This is an optimization exercise on Yosys and OpenROAD, whose aim is small area, a short achievable clock period and few clock cycles, not a production implementation. The RTL was checked by simulation tests, not by an equivalence proof against the original design.

// bcd_codec
module bcd_codec (
    input  wire        clk,
    input  wire        rst,
    input  wire        start,
    input  wire        op,        
    input  wire [63:0] amt,
    input  wire [4:0]  scale,
    input  wire [47:0] bcd_in,
    output wire        ready,
    output reg         done,
    output wire        error,
    output wire [47:0] result
);
    localparam [1:0] P_DD = 2'd0, P_CAP = 2'd1, P_DEC = 2'd2;
    reg         busy;
    reg         first;     
    reg  [1:0]  phase;
    reg         op_q;
    reg         err_q;     
    reg         zero_q;    
    reg  [2:0]  ptr;       
    reg  [4:0]  sc;        
    reg         found;     
    reg  [2:0]  newtop;    
    reg  [63:0] b_q;       
    reg  [52:0] acc;       
    reg  [23:0] init;      
    reg         r_op, r_err;    
    wire last = (ptr == 3'd0) & (phase != P_CAP);
    assign ready = ~busy | last;
    wire accept = start & ready;
    reg  [63:0] groups;    
    reg  [7:0]  nze;       
    reg  [3:0]  nzd;       
    reg  [11:0] bad;
    integer i;
    always @(*) begin
        groups = 64'd0;
        for (i = 0; i < 4; i = i + 1)
            groups[16*i +: 10] = {bcd_in[12*i+8 +: 4], 6'b0} + {bcd_in[12*i+8 +: 4], 5'b0}
                               + {bcd_in[12*i+8 +: 4], 2'b0}
  ...
make LEC_CHECK=0 ABC_AREA=1 CAP_MARGIN=20 CORE_MARGIN=2 CORE_UTILIZATION=40 PLACE_DENSITY=0.6 SETUP_SLACK_MARGIN=3.0 SLEW_MARGIN=20 finish   # period 8.0 ns
run.sh (not shown) runs the stock make flow with config.mk's settings and CLKGATE_MAP_FILE= SYNTH_SCRIPT=/design/flow/synth_recipe.tcl, a recipe that flattens the netlist after the stock synthesis.
Testbench counts at the start, summed over its fixed seeds: cycles 7,944.
Change:
--- a/flow/design.v
+++ b/flow/design.v
@@ -21,13 +21,13 @@
     reg  [2:0]  ptr;       
     reg  [4:0]  sc;        
     reg         found;     
     reg  [2:0]  newtop;    
     reg  [63:0] b_q;       
     reg  [52:0] acc;       
-    reg  [23:0] init;      
+    reg  [11:0] init;      
     reg         r_op, r_err;    
     wire last = (ptr == 3'd0) & (phase != P_CAP);
     assign ready = ~busy | last;
     wire accept = start & ready;
     reg  [63:0] groups;    
     reg  [7:0]  nze;       
@@ -82,27 +82,13 @@
                 mc = mm[3];
             end
         end
     end
     wire early = op ? (|nzd[3:1]) & ~(|bad)
                     : (|nze[7:1]) & (scale <= 5'd3 || (scale >= 5'd6 && scale < 5'd22));
-    reg [23:0] init_v;
-    always @(*) begin
-        init_v = 24'd0;
-        if (early) begin
-            if (op)
-                init_v[13:4] = top_g;
-            else
-                case (scale)
-                    5'd0: init_v[12 +: 12] = md;
-                    5'd1: init_v[8 +: 12]  = md;
-                    5'd2: init_v[4 +: 12]  = md;
-                    default: init_v[0 +: 12] = md;
-                endcase
-        end
-    end
+    wire [11:0] init_v = ~early ? 12'd0 : op ? {2'd0, top_g} : md;
     reg  [7:0]  psel;
     reg  [7:0]  bsel;
     reg  [9:0]  grp;
     always @(*) begin
         bsel = 8'd0;
         grp  = 10'd0;
@@ -111,13 +97,17 @@
             bsel = bsel | (b_q[8*i +: 8] & {8{psel[i]}});
         end
         for (i = 0; i < 4; i = i + 1)
             grp = grp | (b_q[16*i +: 10] & {10{ptr[1:0] == i}});
     end
     wire [7:0]  bits   = bsel & {8{~zero_q}};
-    wire [52:0] acc_in = first ? {29'd0, init} : acc;
+    wire [3:0]  at = {~op_q & (sc == 5'd0), ~op_q & (sc == 5'd1),
+                      op_q | (sc == 5'd2), ~op_q & (sc[4:1] != 4'd0) & (sc != 5'd2)};
+    wire [23:0] init_at = ({12'd0, init} & {24{at[0]}}) | ({8'd0, init, 4'd0} & {24{at[1]}})
+                        | ({4'd0, init, 8'd0} & {24{at[2]}}) | ({init, 12'd0} & {24{at[3]}});
+    wire [52:0] acc_in = first ? {29'd0, init_at} : acc;
     function [3:0] dcell;
         input [3:0] a;
         begin
             dcell[3] = (a[2] & a[1]) | (a[2] & a[0]);
             dcell[2] = (a[3] & a[0]) | (a[2] & ~a[1] & ~a[0]);
             dcell[1] = a[3] | (~a[2] & a[1]) | (a[2] & ~a[1] & ~a[0]) | (a[1] & a[0]);
@@ -152,13 +142,13 @@
                 c = m[3];
                 cap[k] = cap[k] | (c & tap[j]);
             end
             dd_ovf = dd_ovf | c;
         end
     end
-    wire [39:0] h  = acc_in[43:4];
+    wire [39:0] h  = first ? {30'd0, init[9:0]} : acc[43:4];
     wire [39:0] o1 = {h[29:0], 10'b0}, o2 = ~{h[34:0], 5'b0};
     wire [39:0] o3 = {h[36:0], 3'b0},  o4 = {30'd0, grp};
     wire [39:0] s1 = o1 ^ o2 ^ o3;
     wire [39:0] c1 = {((o1[38:0] & o2[38:0]) | (o1[38:0] & o3[38:0]) | (o2[38:0] & o3[38:0])), 1'b0};
     wire [39:0] s2 = s1 ^ c1 ^ o4;
     wire [39:0] c2 = {((s1[38:0] & c1[38:0]) | (s1[38:0] & o4[38:0]) | (c1[38:0] & o4[38:0])), 1'b1};
@@ -195,21 +185,21 @@
     wire [4:0] sc_drop = (sc > 5'd13) ? 5'd13 : sc;    
     always @(posedge clk) begin
         if (busy & last) begin
             r_op  <= op_q;
             r_err <= err_q;
         end
+        init <= accept ? init_v : 12'd0;
         if (accept) begin
             first  <= 1'b1;
             op_q   <= op;
             err_q  <= |bad;
             zero_q <= ~op & (scale >= 5'd22);
             b_q    <= op ? groups : amt;
             phase  <= op ? P_DEC : (scale >= 5'd4 && scale < 5'd22) ? P_CAP : P_DD;
             ptr    <= quick ? 3'd0 : (op ? topd : tope) - {2'd0, early};
-            init   <= init_v;
             sc     <= (scale >= 5'd4) ? scale - 5'd3 : scale;
             found  <= 1'b0;
         end else begin
             first <= 1'b0;
             ptr   <= ptr - 3'd1;
             if (phase == P_CAP) begin
@@ -219,34 +209,33 @@
                     found  <= 1'b1;
                     newtop <= ptr;
                 end
                 if (ptr == 3'd0) begin
                     first <= 1'b1;
                     found <= 1'b0;
-                    init  <= 24'd0;
                     ptr   <= found ? newtop : 3'd0;
                     sc    <= (sc == sc_drop) ? 5'd3 : sc - sc_drop;
                     if (sc == sc_drop) phase <= P_DD;
                 end
             end
         end
         if (phase == P_DEC)
-            acc <= {acc_in[52:44], hor, acc_in[3:0]};
+            acc <= {9'd0, hor, 4'd0};
         else
             acc <= {dd_ovf, dd_acc};
     end
     reg  [47:0] w;
     reg  [11:0] nine;
     always @(*) begin
         for (i = 0; i < 12; i = i + 1) begin
             w[4*i +: 4] = acc[4+4*i +: 4];
             if (~r_op & acc[4+4*i+3]) w[4*i+1 +: 2] = 2'b00;
             nine[i] = acc[4+4*i+3] & acc[4+4*i];
         end
     end
-    wire        rnd = ~r_op & acc[2] & (acc[1] | acc[0]);
+    wire        rnd = acc[2] & (acc[1] | acc[0]);
     reg  [47:0] inc;
     reg  [3:0]  d;
     always @(*) begin
         for (i = 0; i < 12; i = i + 1) begin
             d = w[4*i +: 4];
             if (rnd && (&(nine | ~((12'd1 << i) - 12'd1))))
What happened: Fmax climbs by about 1.1%. Wire length went up by about 1.8%. Setup slack gains 0.055 ns. Synthesized area goes down by 1.4%. Utilization is higher by 1.7 points. Via count barely changes. Synthesized cell count is lower by about 2.3%. Hold slack degrades by 0.0056 ns. Global-route usage increases by 0.43 points. Die area goes down by about 1.4%. Count of clock-buffer cells in the layout goes down by 1. Non-clock buffer count rose by 78. First-iteration DRC count falls by about 3%.
Testbench counts after the change, summed over its fixed seeds: cycles 7,944.

## static timing again, ports no longer ideal
In the flow no input, the clock included, has a driving cell. The finished layouts below were timed again as built, in two steps. Step 1 assumes that a clkbuf_16 drives the clock port and a buf_2 every other input. Step 2 adds t to the input delays and takes it off the output delays; t is the mean of the earliest and latest rising clock arrival at the registers after step 1. Input paths then give back, and output paths get back, about the clock's delay inside the block. Three values: no drivers, after step 1, after step 2; two values: the first two.
run | t (ns) | setup WS [ns] | worst hold slack (ns)
the first run | 0.546 | 3.050 / 3.082 / 2.541 | 0.432 / 0.432 / 0.432
the second run | 0.512 | 3.105 / 3.105 / 2.680 | 0.427 / 0.427 / 0.427
After both steps every run listed still meets setup and hold. The setup slack of the first run, which loses most, moves by +0.032 ns with the drivers and by -0.509 ns with both steps.
